From an optimization exercise on the open Yosys and OpenROAD flow, aimed at small area, a short achievable clock period and few clock cycles per item; shortcuts taken in it are not production practice.
At most, simulation tests tie the RTL to the original design; equivalence was not proved.
No functional check of the RTL was part of run 1.
Power figures rest on the tool's default switching activity, not on a simulated workload.

==> flow/design.v (outline; a module is shown in full before it is edited, if it fits) <==
// module hdcorr_engine: 874 lines
module hdcorr_engine (
    input  wire        clk,
    input  wire        rst,
    input  wire        in_valid,
    output wire        in_ready,
    input  wire [31:0] in_data,
    output wire        rsp_valid,
    input  wire        rsp_ready,
    output wire [3:0]  rsp_status,
    output wire [31:0] rsp_val_i,
    output wire [31:0] rsp_val_q
);
  // ...
==> flow/flow/run.sh <==
#!/bin/bash
# Standard ORFS layout (the standard.sh, unchanged synthesis) with:
# - timing repair asked to leave extra setup slack (SETUP_SLACK_MARGIN), so
#   that it works towards a shorter achieved period, on a share of the
#   violating endpoints (TNS_END_PERCENT);
# - port buffers of a stronger buffer cell than the default, and resizing not
#   limited to cells of the same footprint.
# Constraints and clock period are the design's; make's output goes to
# standard.log, each ORFS step's log to orfs/logs/.
set -euo pipefail
read MARGIN TNS BUF < flow/repair.txt
bash standard.sh SETUP_SLACK_MARGIN=$MARGIN TNS_END_PERCENT=$TNS \
    "BUFFER_PORTS_ARGS=-buffer_cell $BUF" MATCH_CELL_FOOTPRINT=0 finish > standard.log 2>&1
==> flow/flow/repair.txt <==
9.6 20 sky130_fd_sc_hd__buf_4
==> flow/standard.sh <==
#!/bin/bash
# synth_recipe.tcl (not shown) runs the flow's synth.tcl, then flattens the netlist and writes it again
# the make line also repeats each setting of config.mk as NAME=value (left out here)
make -C /OpenROAD-flow-scripts/flow DESIGN_CONFIG=/design/flow/config.mk WORK_HOME=/design/flow/orfs CLKGATE_MAP_FILE= SYNTH_SCRIPT=/design/flow/synth_recipe.tcl "${@:-finish}"
==> flow/config.mk <==
export PLATFORM = sky130hd
export DESIGN_NAME = hdcorr_engine
export DESIGN_NICKNAME = hdcorr_engine
export VERILOG_FILES = /design/flow/design.v
export SDC_FILE = /design/flow/constraint.sdc
export NUM_CORES = 4
export LEC_CHECK = 0
export CAP_MARGIN = 20
export CORE_MARGIN = 2
export CORE_UTILIZATION = 40
export SLEW_MARGIN = 50
==> flow/constraint.sdc <==
create_clock -name core_clock -period 14.0 [get_ports {clk}]
set_input_delay 2.8000 -clock core_clock [delete_from_list [all_inputs] [get_ports {clk}]]
set_output_delay 2.8000 -clock core_clock [all_outputs]
set_load 0.01 [all_outputs]
==> flow_summary.yaml, run 1 <==
synth:
  synth-adder-area-share_pct: 8.57
  synth_top_cell_by_area: "sky130_fd_sc_hd__edfxtp_1"
  synth_simple_gate_area_share_pct: 15.8
  post_synth.cell_area_avg_um2: 9.13
  post_synth_mux_area_share_pct: 1.49
cts:
  tritoncts_clock_tree: "yes"
  clock_tree.root_cell: "sky130_fd_sc_hd__clkbuf_16"
  holdBufCountCts: 0
  cts_max_path_buffers: 3
  cts-buffers-inserted: 144
  postCtsResizedCells: 111
  cts_setup_buffers: 26
final_layout:
  buf_share_pct: 4.33
  clkCellAreaFrac_pct: 6.53
  utilization_pct: 46.1
  final_layout_size_suffix_gt1_share_pct: 8.81
  final_cell_count_no_fill: 9136
  multi_input_area_share_pct: 39.9
critical_path:
  worst_ep_arrival_time_ns: 5.04
  critical_path.cell_chain: "buf_4 > or2b_1 > a21o_1 > a2111oi_0 > o221a_4 > nand3_2 > nor3_1"
  critical_path.endpoint_type: "flop"
  crit-reg2reg-launch: "pn[2]"
  cp_num_buf_inv: 1
  crit_type: "input pin to flop"
  critPathLaunch: "in_data[26]"
route:
  route.layer.met1.wl_um: 80500
  detail_route.wirelength_um: 189000
  avgViaCountPerCell: 5.48
  drt_pass1_iterations: 6
timing:
  final.setup_skew_ns: 0.0556
  grt_setup_unrepaired: "yes"
die:
  top_level_ports: 106
  taps: 2072
global_routing:
  gr-max-usage-layer: "met2"
  grt_start_max_net_pins: 143
placement:
  post_dp_cell_area_um2: 66200
  port_buffers: 104
power:
  power.density_cell_area_nw_per_um2: 117
  power_attributed_to_sequential_cells_w: 0.00416
  cellLeakagePower_nw: 25.0
  p_sw_share_pct: 23.1
  power.switching_w: 0.00197
hold_path:
  hold-path-endpoint: "tk4[0]"
run_status:
  run_status: "complete, no violations"
==> run 2, diff against run 1 <==
--- a/flow/design.v
+++ b/flow/design.v
@@ -43,16 +43,17 @@
     reg [NMAX-1:0] ref_p, ref_e, rx_i, rx_q;
     reg [1:0]  pst;
     reg [23:0] opcnt;
     reg [2:0]  pend;       
     reg        gen;
     reg [2:0]  gsel;       
     reg [7:0]  gv;
     reg        clr_pend;   
+    reg        pn_ld;      
     reg        rdy;
     reg        tv1;
     reg [2:0]  tk1;
     reg        tv2;
     reg [2:0]  tk2;
     reg        tv3;
     reg [2:0]  tk3;
     reg        tv4;
@@ -136,33 +137,28 @@
     end
     wire cmd_fire  = fire & (pst == P_CMD);
     wire pseq_fire = fire & (pst == P_PSEQ);
     wire push_fire = fire & (pst == P_PUSH);
     wire pseq_last = (opcnt == 24'd1);
     wire push_ok   = push_fire & (pend == ST_OK);
     wire ref_ld    = pseq_fire & (pend == ST_OK);
     reg        n_tv;
-    reg [2:0]  n_ts;
     reg [2:0]  n_tk;
     always @(*) begin
         n_tv = 1'b0;
-        n_ts = ST_OK;
         n_tk = K_ZERO;
         if (cmd_fire && c_done) begin
             n_tv = 1'b1;
-            n_ts = c_st;
             n_tk = (c_st == ST_OK) ? c_kind : c_st;
         end else if (pseq_fire && pseq_last) begin
             n_tv = 1'b1;
-            n_ts = pend;
             n_tk = pend;
         end else if (push_fire) begin
             n_tv = 1'b1;
-            n_ts = pend;
             n_tk = (pend == ST_OK) ? K_CORR : pend;
         end
     end
     reg [7:0] gmask, glmask, ginit;
     always @(*) begin
         case (gsel)
         3'd0:    begin gmask = 8'h03; glmask = 8'h03; ginit = 8'h02; end
         3'd1:    begin gmask = 8'h05; glmask = 8'h07; ginit = 8'h04; end
@@ -705,25 +701,21 @@
     end
     wire pc2_1 = r1[5] ^ r1[6] ^ r1[7];
     wire pc2_2 = (r1[5] & r1[6]) | (r1[5] & r1[7]) | (r1[6] & r1[7]);
     wire pc2_3 = r1[8] ^ r1[9] ^ pc2_2;
     wire pc2_4 = (r1[8] & r1[9]) | (r1[8] & pc2_2) | (r1[9] & pc2_2);
     wire [7:0] pc_ra = {pc2_4, pc2_3, pc2_1, r1[4], r1[3], r1[2], r1[1], r1[0]};
     wire [7:0] pc_rb = {1'b0, 1'b0, 1'b0, 1'b0, 1'b0, 1'b0, 1'b0, 1'b0};
     wire [7:0] pcnt = pc_ra + pc_rb;
-    reg [7:0] pns;
-    always @(posedge clk) begin
-        if (ph1) pns <= pn;
-    end
     reg [7:0] pu, npu;
     always @(posedge clk) begin
         if (ph3) begin
             pu  <= pcnt;
-            npu <= pns - pcnt;
+            npu <= pn - pcnt;
         end
     end
     wire [8:0] dif_i = {1'b0, pcnt} - {1'b0, pu};
     wire [8:0] dif_q = {1'b0, npu} - {1'b0, pcnt};
     wire [2:0] r_s = (tk4[2:1] == 2'b11) ? ST_OK : tk4;
     reg [9:0]  r_i;
     reg [13:0] r_q;
     always @(*) begin
@@ -747,47 +739,49 @@
             lc       <= LC_EMPTY;
             path     <= 1'b0;
             pn       <= 8'd0;
             errlog   <= 5'd0;
             last_v   <= 1'b0;
             pst      <= P_CMD;
             gen      <= 1'b0;
             clr_pend <= 1'b0;
+            pn_ld    <= 1'b0;
             rdy      <= 1'b0;
             tv1 <= 1'b0; tv2 <= 1'b0; tv3 <= 1'b0; tv4 <= 1'b0;
             ph1 <= 1'b0; ph2 <= 1'b0; ph3 <= 1'b0;
             qv0 <= 1'b0; qv1 <= 1'b0; qv2 <= 1'b0; qv3 <= 1'b0;
             owe      <= 4'd0;
         end else begin
             clr_pend <= 1'b0;
             ph1 <= push_ok;
             ph2 <= ph1;
             ph3 <= ph2;
+            pn_ld <= 1'b0;
+            if (pn_ld) pn <= opcnt[7:0];
             if (cmd_fire) begin
+                opcnt <= arg;
+                pend  <= (opc == OP_PUSH) ? (is_bound ? ST_OK : E_STATE)
+                       : (!is_empty ? E_STATE : (arg_big ? E_LENMAX : ST_OK));
+                gsel  <= sel[2:0];
+                gv    <= 8'd1 << (sel[2:0] + 3'd1);
                 case (opc)
                 OP_PSEQ: if (!arg_z) begin
                     pst   <= P_PSEQ;
-                    opcnt <= arg;
-                    pend  <= !is_empty ? E_STATE : (arg_big ? E_LENMAX : ST_OK);
-                    if (is_empty && !arg_big) pn <= arg[7:0];
+                    pn_ld <= is_empty & ~arg_big;
                 end
                 OP_PUSH: if (arg_z) begin
                     pst  <= P_PUSH;
-                    pend <= is_bound ? ST_OK : E_STATE;
                 end
                 default: ;
                 endcase
                 if (c_done && c_st == ST_OK) begin
                     case (opc)
                     OP_PGEN: begin
                         gen  <= 1'b1;
-                        gsel <= sel[2:0];
-                        gv   <= 8'd1 << (sel[2:0] + 3'd1);
-                        pn   <= (8'd1 << ({1'b0, sel[2:0]} + 4'd2)) - 8'd1;
                         path <= 1'b1;
                         lc   <= LC_READY;
                     end
                     OP_BIND: begin
                         clr_pend <= 1'b1;
                         last_v   <= 1'b0;
                         lc       <= LC_BOUND;
                     end
@@ -819,20 +813,21 @@
                 end
             end
             if (push_fire) begin
                 pst <= P_CMD;
                 if (pend == ST_OK) last_v <= 1'b1;
             end
             if (gen) begin
                 gv <= gnext;
+                pn <= (8'd1 << ({1'b0, gsel} + 4'd2)) - 8'd1;
                 if (gdone) gen <= 1'b0;
             end
-            if (n_tv) begin
-                case (n_ts)
+            if (tv1) begin
+                case (tk1)
                 E_OPCODE: errlog[0] <= 1'b1;
                 E_STATE:  errlog[1] <= 1'b1;
                 E_SEL:    errlog[2] <= 1'b1;
                 E_LEN0:   errlog[3] <= 1'b1;
                 E_LENMAX: errlog[4] <= 1'b1;
                 default:  ;
                 endcase
             end
==> run 2 against run 1 <==
First-iteration DRC count rose by 7.0%. Critical endpoint is now lc[1]. Clock skew fell by 0.031 ns. Critical path depth rose by 3. Largest power group unchanged. Critical path type unchanged. Sequential cell count fell by 7. Still clean. Non-clock buffer count fell by 28. Sequential share of layout area rose by 0.44 points. Global-route usage fell by 0.32 points. Area after synthesis fell by 0.77%. Register-to-register slack got worse by 0.07 ns. Core utilization fell by 0.30 points. Largest cell class unchanged. Fmax fell by 3.8%. Highest routed layer unchanged. Clock power barely moved.
==> flow_summary.yaml, run 2 <==
timing:
  grt_setup_unrepaired: "yes"
  share_of_the_clock_period_used_by_the_worst_path_pct: 34.3
  worst_pin_slew_ns: 0.785
  slew_violations: 0
  final.setup.tns_ns: 0
  maximum_clock_frequency_mhz: 208
  hold_viol: 0
  slew_headroom_pct: 47.3
  final.setup_skew_ns: 0.0246
  timing.final.setup_violations: 0
  final_critical_path_required_period_ns: 4.80
cts:
  tritoncts_clock_tree: "yes"
  htree_levels: 4
  clock_sink_count: 1294
  cts_max_path_buffers: 3
  insertion_delay_ns: 0.78
  clock_tree.root_cell: "sky130_fd_sc_hd__clkbuf_16"
  cts-buffers-inserted: 142
  cts.reportedPaths.clkPinSlew_ns: 0.06
critical_path:
  critical_path_required_ns: 14.67
  regToRegSetupSlack_ns: 9.47
  crit_type: "input pin to flop"
  critical_path.startpoint_type: "input pin"
  worst_ep_arrival_time_ns: 5.47
  critical_path.endpoint_type: "flop"
  worst-path-max-fanout: 6
synth:
  synth_top_cell_area_share_pct: 28.1
  ys_seq_elements: 1294
  post_synth.cell_area_avg_um2: 8.97
  ys.flop_type: "sky130_fd_sc_hd__dfxtp_1"
  netlist_top_cells_count: "sky130_fd_sc_hd__nand2_1 (1520), sky130_fd_sc_hd__a21oi_1 (1310), sky130_fd_sc_hd__dfxtp_1 (704)"
  synth_top_cell_by_area: "sky130_fd_sc_hd__edfxtp_1"
  ys_async_sr_fraction_pct: 0
  synth_area_um2: 63000
  syn_nets: 7347
  yosysUniqueCellTypes: 71
  synth_most_common_cell: "sky130_fd_sc_hd__nand2_1"
  syn-instance-count: 7026
  edff_count_synth: 590
  ys.warnings.count: 1
  synth_sequential_area_ratio_pct: 50.5
  netlist_top_cells_area: "sky130_fd_sc_hd__edfxtp_1 (28%), sky130_fd_sc_hd__dfxtp_1 (22%), sky130_fd_sc_hd__a21oi_1 (10%)"
die:
  die_h_um: 401
  core.rowCount: 145
  dieArea_um2: 161000
  floorplan.core_area_um2: 156000
  top_level_ports: 106
  initial_utilization_pct: 40.3
  die-width_um: 401
final_layout:
  fillers: 14800
  final_layout_size_suffix_gt1_share_pct: 7.36
  layout_common_cells: "sky130_fd_sc_hd__nand2_1 (1513), sky130_fd_sc_hd__a21oi_1 (1309), sky130_fd_sc_hd__dfxtp_1 (695), sky130_fd_sc_hd__nor2_1 (611), sky130_fd_sc_hd__edfxtp_1 (590)"
  areaGrowthSynthToFinish_pct: 13.6
  layout_commonest_cell: "sky130_fd_sc_hd__nand2_1"
  diodes: 0
  net_count_final: 7290
  final_cell_count_no_fill: 9147
route:
  drt_pass1_iterations: 7
  post_drt_wl_per_cell_um: 20.2
  vias: 50100
  detail_route.wirelength_um: 185000
  detail_route.iter0.violations: 4952
  drt.antenna.violating_nets: 0
  post-route-drc-count: 0
  avgViaCountPerCell: 5.48
placement:
  final_hpwl_dp_um: 119000
  placed_cells: 8840
  port_buffers: 104
  place.gp.congestion: 0.932
power:
  worst_ir_drop_vdd_v: 0.000126
  total_power_w: 0.00842
  cellLeakagePower_nw: 25.5
  power.density_cell_area_nw_per_um2: 118
run_status:
  run_status: "complete, no violations"
global_routing:
  grt_start_max_net_pins: 101
  grt.total_usage_pct: 22.2
  grt_first_pass_wirelength_um: 279000
  initial_antenna_violation_count: 5
  grt.overflow.total: 0
  vias_in_the_first_global_route: 46500
hold_path:
  min_path_type: "flop to flop"
job:
  maxCapViolCount: 0
-- run 2: cell types whose count changed in the layout (fill, tap and decap cells not counted), moves of 9 or more --
cell / change
sky130_fd_sc_hd__a21oi_1: -43
sky130_fd_sc_hd__a31oi_1: +48
sky130_fd_sc_hd__buf_12: -12
sky130_fd_sc_hd__buf_4: -12
sky130_fd_sc_hd__buf_6: +13
sky130_fd_sc_hd__mux2_2: -32
sky130_fd_sc_hd__mux2i_1: -42
sky130_fd_sc_hd__nand2_1: +180
sky130_fd_sc_hd__nor2_1: -9
sky130_fd_sc_hd__nor4_1: -9
sky130_fd_sc_hd__o211ai_1: +17
sky130_fd_sc_hd__o22ai_1: -9
-- run 2: final cells by class --
| cell class | count | area (um^2) | area share [%] |
|---|---|---|---|
| sequential | 1294 | 31800 | 44.5 |
| multi-input combinational | 4991 | 28600 | 40.0 |
| clock buffer | 200 | 4060 | 5.67 |
| tap | 2058 | 2570 | 3.60 |
| timing repair buffer | 217 | 2560 | 3.58 |
| inverter | 323 | 1220 | 1.70 |
| clock inverter | 64 | 723 | 1.01 |
-- run 2: timing repair --
item                                    CTS  global route
endpoints found under the setup margin  690           661
resized for setup                        92            17
setup buffers                            19             2
gates cloned                             12             9
pin swaps                                10             4
hold buffers                              0             0
hold endpoints to repair                  0             0
-- run 2: worst max-delay path: stages --
cell and delay, ns:
sky130_fd_sc_hd__buf_6 0.09, sky130_fd_sc_hd__or4_4 0.55, sky130_fd_sc_hd__or3_4 0.41, sky130_fd_sc_hd__buf_4 0.17, sky130_fd_sc_hd__o31ai_1 0.29, sky130_fd_sc_hd__o221ai_1 0.23
sky130_fd_sc_hd__or4b_4 0.56, sky130_fd_sc_hd__buf_6 0.14, sky130_fd_sc_hd__o21ai_2 0.13, sky130_fd_sc_hd__a21oi_1 0.08
-- run 2: power breakdown --
part           switching, W  total (W)  internal (W)
sequential        0.0000752    0.00411       0.00404
combinational      0.000235   0.000460      0.000225
clock               0.00161    0.00385       0.00224
-- run 2: final timing paths --
path          startpoint  endpoint  depth (start not counted)
max          in_data[22]     lc[1]                         10
min               tk3[0]    tk4[0]                          0
max reg2reg        pn[7]    r0[11]                         10
min reg2reg       tk3[0]    tk4[0]                          0
-- run 2: through the flow --
stage | utilization [%] | setup WS (ns) | cell area (um^2) | hold slack [ns]
after floorplan | - | -2.33 | 63000 | 0.310
after global placement | 41.7 | 7.74 | 65200 | 0.316
after detailed placement | 42.0 | 7.99 | 65700 | 0.315
after CTS | 45.6 | 9.25 | 71300 | 0.328
after global routing | 45.8 | 9.18 | 71600 | 0.336
final | 45.8 | 9.20 | 71600 | 0.321
-- run 2: cell families after synthesis --
logic type	Yosys count	share of synthesized area (%)
mux	12	0.195
other cells	1	0.00595
compound gates	1795	15.1
buf+inv	742	4.67
flops	1294	50.5
simple gates	2599	16.8
fa+ha+maj	285	8.64
xor+xnor	298	4.14
-- run 2: per-layer routing --
metal	global-route usage [%]	vias to the layer above	part of all wire, %
met5	0	-	0.013
met4	9.39	4	4.2
met3	4.11	387	7.3
met2	34.7	1762	45
met1	30.1	24300	43
li1	-	23700	-
Testbench counts of run 2, summed over its fixed seeds: cycles 23,650, items 9,600.
==> run 3, diff against run 2 <==
--- a/flow/config.mk
+++ b/flow/config.mk
@@ -5,6 +5,7 @@
 export SDC_FILE = /design/flow/constraint.sdc
 export NUM_CORES = 4
 export LEC_CHECK = 0
+export ABC_AREA = 1
 export CAP_MARGIN = 20
 export CORE_MARGIN = 2
 export CORE_UTILIZATION = 40
==> run 3 against run 2 <==
Via count is 0.58% lower. Sequential power hardly changed. Count of clock-buffer cells in the layout is 23 higher. Critical path type unchanged. Critical endpoint is now ref_e[238]. Highest routed layer unchanged.
==> flow_summary.yaml, run 3 <==
timing:
  final.setup_skew_ns: 0.0551
  slew_violations: 0
  slew_headroom_pct: 49.2
  hold_viol: 0
  final_critical_path_required_period_ns: 4.41
  share_of_the_clock_period_used_by_the_worst_path_pct: 31.5
  timing.final.setup_violations: 0
  final.setup.tns_ns: 0
  maximum_clock_frequency_mhz: 227
  finalHoldWorstSlack_ns: 0.325
  worst_pin_slew_ns: 0.753
  grt_setup_unrepaired: "yes"
synth:
  ys.flop_type: "sky130_fd_sc_hd__dfxtp_1"
  yosysUniqueCellTypes: 66
  synth_top_cell_area_share_pct: 28.0
  ys_async_sr_fraction_pct: 0
  synth_sequential_area_ratio_pct: 50.3
  synth_area_um2: 63300
  netlist_top_cells_count: "sky130_fd_sc_hd__o21ai_0 (1112), sky130_fd_sc_hd__nand2_1 (1047), sky130_fd_sc_hd__inv_1 (902)"
  netlist_top_cells_area: "sky130_fd_sc_hd__edfxtp_1 (28%), sky130_fd_sc_hd__dfxtp_1 (22%), sky130_fd_sc_hd__o21ai_0 (8.8%)"
  post_synth.cell_area_avg_um2: 8.81
  edff_count_synth: 590
  ys.warnings.count: 1
  syn_nets: 7498
  ys_seq_elements: 1294
  synth_most_common_cell: "sky130_fd_sc_hd__o21ai_0"
  synth_top_cell_by_area: "sky130_fd_sc_hd__edfxtp_1"
  syn-instance-count: 7177
route:
  detail_route.iter0.violations: 4721
  avgViaCountPerCell: 5.29
  detail_route.wirelength_um: 179000
  drt.antenna.violating_nets: 0
  drt_pass1_iterations: 8
  vias: 49900
  post-route-drc-count: 0
  post_drt_wl_per_cell_um: 18.9
global_routing:
  grt.total_usage_pct: 21.6
  vias_in_the_first_global_route: 46200
  grt.overflow.total: 0
  grt_first_pass_wirelength_um: 272000
  grt_start_max_net_pins: 112
  initial_antenna_violation_count: 6
final_layout:
  layout_commonest_cell: "sky130_fd_sc_hd__o21ai_0"
  fillers: 14700
  final_cell_count_no_fill: 9424
  net_count_final: 7562
  utilization_pct: 46.2
  seq_area_um2: 31800
  multiInputGateArea_um2: 26600
  finish.instance_area_um2: 72300
  areaGrowthSynthToFinish_pct: 14.3
  final_layout_size_suffix_gt1_share_pct: 9.61
  layout_common_cells: "sky130_fd_sc_hd__o21ai_0 (1100), sky130_fd_sc_hd__nand2_1 (1042), sky130_fd_sc_hd__inv_1 (884), sky130_fd_sc_hd__a21oi_1 (757), sky130_fd_sc_hd__dfxtp_1 (695)"
placement:
  placed_cells: 9057
  post_dp_cell_area_um2: 65800
  final_hpwl_dp_um: 116000
  port_buffers: 104
  place.gp.congestion: 0.912
cts:
  insertion_delay_ns: 0.81
  clock_sink_count: 1294
  clock_tree.root_cell: "sky130_fd_sc_hd__clkbuf_16"
  cts-buffers-inserted: 144
  htree_levels: 4
  holdBufCountCts: 0
  cts.reportedPaths.clkPinSlew_ns: 0.06
  cts_max_path_buffers: 3
  tritoncts_clock_tree: "yes"
power:
  power.density_cell_area_nw_per_um2: 117
  cellLeakagePower_nw: 27.6
  worst_ir_drop_vdd_v: 0.000127
  p_sw_share_pct: 23.7
  power_frac_clock_pct: 44.9
  power.switching_w: 0.00200
  power_frac_seq_pct: 48.9
  power.internal_w: 0.00644
  share_comb_of_total_power_pct: 6.2
hold_path:
  worst_hold_startpoint: "tk3[2]"
  min_path_type: "flop to flop"
  hold-path-endpoint: "tk4[2]"
  whs_path_depth: 0
die:
  floorplan.core_area_um2: 157000
  dieArea_um2: 161000
  initial_utilization_pct: 40.4
  die-width_um: 402
  top_level_ports: 106
  core.rowCount: 145
  die_h_um: 402
critical_path:
  r2r_end: "r0[4]"
  critical_path.startpoint_type: "input pin"
  worst-path-max-fanout: 38
  worst_ep_arrival_time_ns: 4.89
  critical_path_required_ns: 14.49
  critical_path.endpoint_type: "flop"
  crit_type: "input pin to flop"
  crit-reg2reg-launch: "pn[3]"
  worst_r2r_path_depth: 15
  regToRegSetupSlack_ns: 9.66
job:
  maxCapViolCount: 0
run_status:
  run_status: "complete, no violations"
-- run 3: changes by cell type in the layout (fill, tap and decap cells not counted), sizes merged, moves of 71 or more --
cell	before	now
a21oi	1310	760
inv	325	924
nand2	1521	1051
nand3	52	123
nor2	621	704
nor3	250	19
o21ai	268	1136
or2	10	128
xnor2	202	50
-- run 3: timing repair --
action,4_1_cts,5_1_grt
cloned,15,3
setup buffers,44,33
setup endpoints to repair,920,664
pin swaps,11,5
gates resized for setup,93,75
-- run 3: per-layer routing --
layer	GRT usage [%]	routed length, um	up-vias
met5	0	23	-
met2	34.2	81100	1636
met3	4.07	13200	332
met1	29.4	77600	23900
met4	7.78	6690	4
li1	-	-	24000
-- run 3: power by group through the flow --
stage | Sequential [W] | Clock (W) | Combinational [W]
detailed placement | 0.00420 | 0 | 0.000502
global route | 0.00414 | 0.00401 | 0.000581
finish | 0.00412 | 0.00379 | 0.000521
floorplan | 0.00420 | 0 | 0.000356
CTS | 0.00412 | 0.00387 | 0.000521
global placement | 0.00420 | 0 | 0.000491
-- run 3: layout make-up --
class,count,share of cell area (%)
flip-flops and latches,1294,44.0
multi-input cells,4611,36.9
clock buffers,223,5.79
inverters,932,5.00
repair buffers,258,4.01
well taps,2058,3.56
clock inverters,47,0.758
diodes,1,0.00346
-- run 3: worst max-delay path by stage --
| stage | start | endpoint | slack [ns] |
|---|---|---|---|
| finish | in_valid | ref_e[238] | 9.59 |
| global route | in_valid | ref_e[239] | 9.48 |
| global placement | in_valid | ref_e[194] | 7.33 |
| CTS | in_valid | rx_q[176] | 9.44 |
| detailed placement | rsp_ready | qq1[11] | 7.65 |
| floorplan | in_valid | ref_e[0] | 1.88 |
-- run 3: worst max-delay path: stages --
cell and delay, ns:
sky130_fd_sc_hd__buf_4 0.11, sky130_fd_sc_hd__nand2_8 0.05, sky130_fd_sc_hd__nor2_4 0.12, sky130_fd_sc_hd__inv_2 0.06, sky130_fd_sc_hd__nor2_2 0.13, sky130_fd_sc_hd__buf_8 0.24
sky130_fd_sc_hd__inv_4 0.11, sky130_fd_sc_hd__o21ai_4 0.19, sky130_fd_sc_hd__buf_12 0.21, sky130_fd_sc_hd__buf_16 0.24, sky130_fd_sc_hd__buf_16 0.27, sky130_fd_sc_hd__clkbuf_16 0.26
-- run 3: cells by family after synthesis --
kind of cell | synth area share (%)
AO/OA/AOI/OAI | 18.3
AND/OR/NAND/NOR | 13.4
flip-flops | 50.3
buffers and inverters | 8.03
adder cells (fa/ha/maj) | 8.60
XOR/XNOR | 1.41
other | 0.00593
-- run 3: through the flow --
step	setup slack (ns)	power [W]
after detailed placement	7.65	0.00471
after CTS	9.44	0.00851
after floorplan	1.88	0.00456
after global routing	9.48	0.00873
final	9.59	0.00844
after global placement	7.33	0.00469

-- static timing again, ports no longer ideal --
Ports are ideal in the flow. The routed layouts listed here were re-timed in OpenROAD. Step 1: set_driving_cell puts a clkbuf_16 on clk and a buf_2 on each other input, an assumption about the parent block. Step 2 also shifts input and output timing later by t, the mid clock arrival at the registers, as if the neighbouring blocks saw the same clock. Slacks: ideal / step 1 / step 2; pairs: ideal / step 1.
run | t, ns | setup slack, ns | clock arrival spread, ns
run 1 | 0.857 | 9.383 / 9.436 / 8.578 | 0.055 / 0.055
run 2 | 0.845 | 9.199 / 9.239 / 8.394 | 0.026 / 0.025
run 3 | 0.855 | 9.593 / 9.577 / 8.787 | 0.059 / 0.059
After both steps every run listed still meets setup and hold. The setup slack of run 3, which loses most, moves by -0.016 ns with the drivers and by -0.806 ns with both steps.
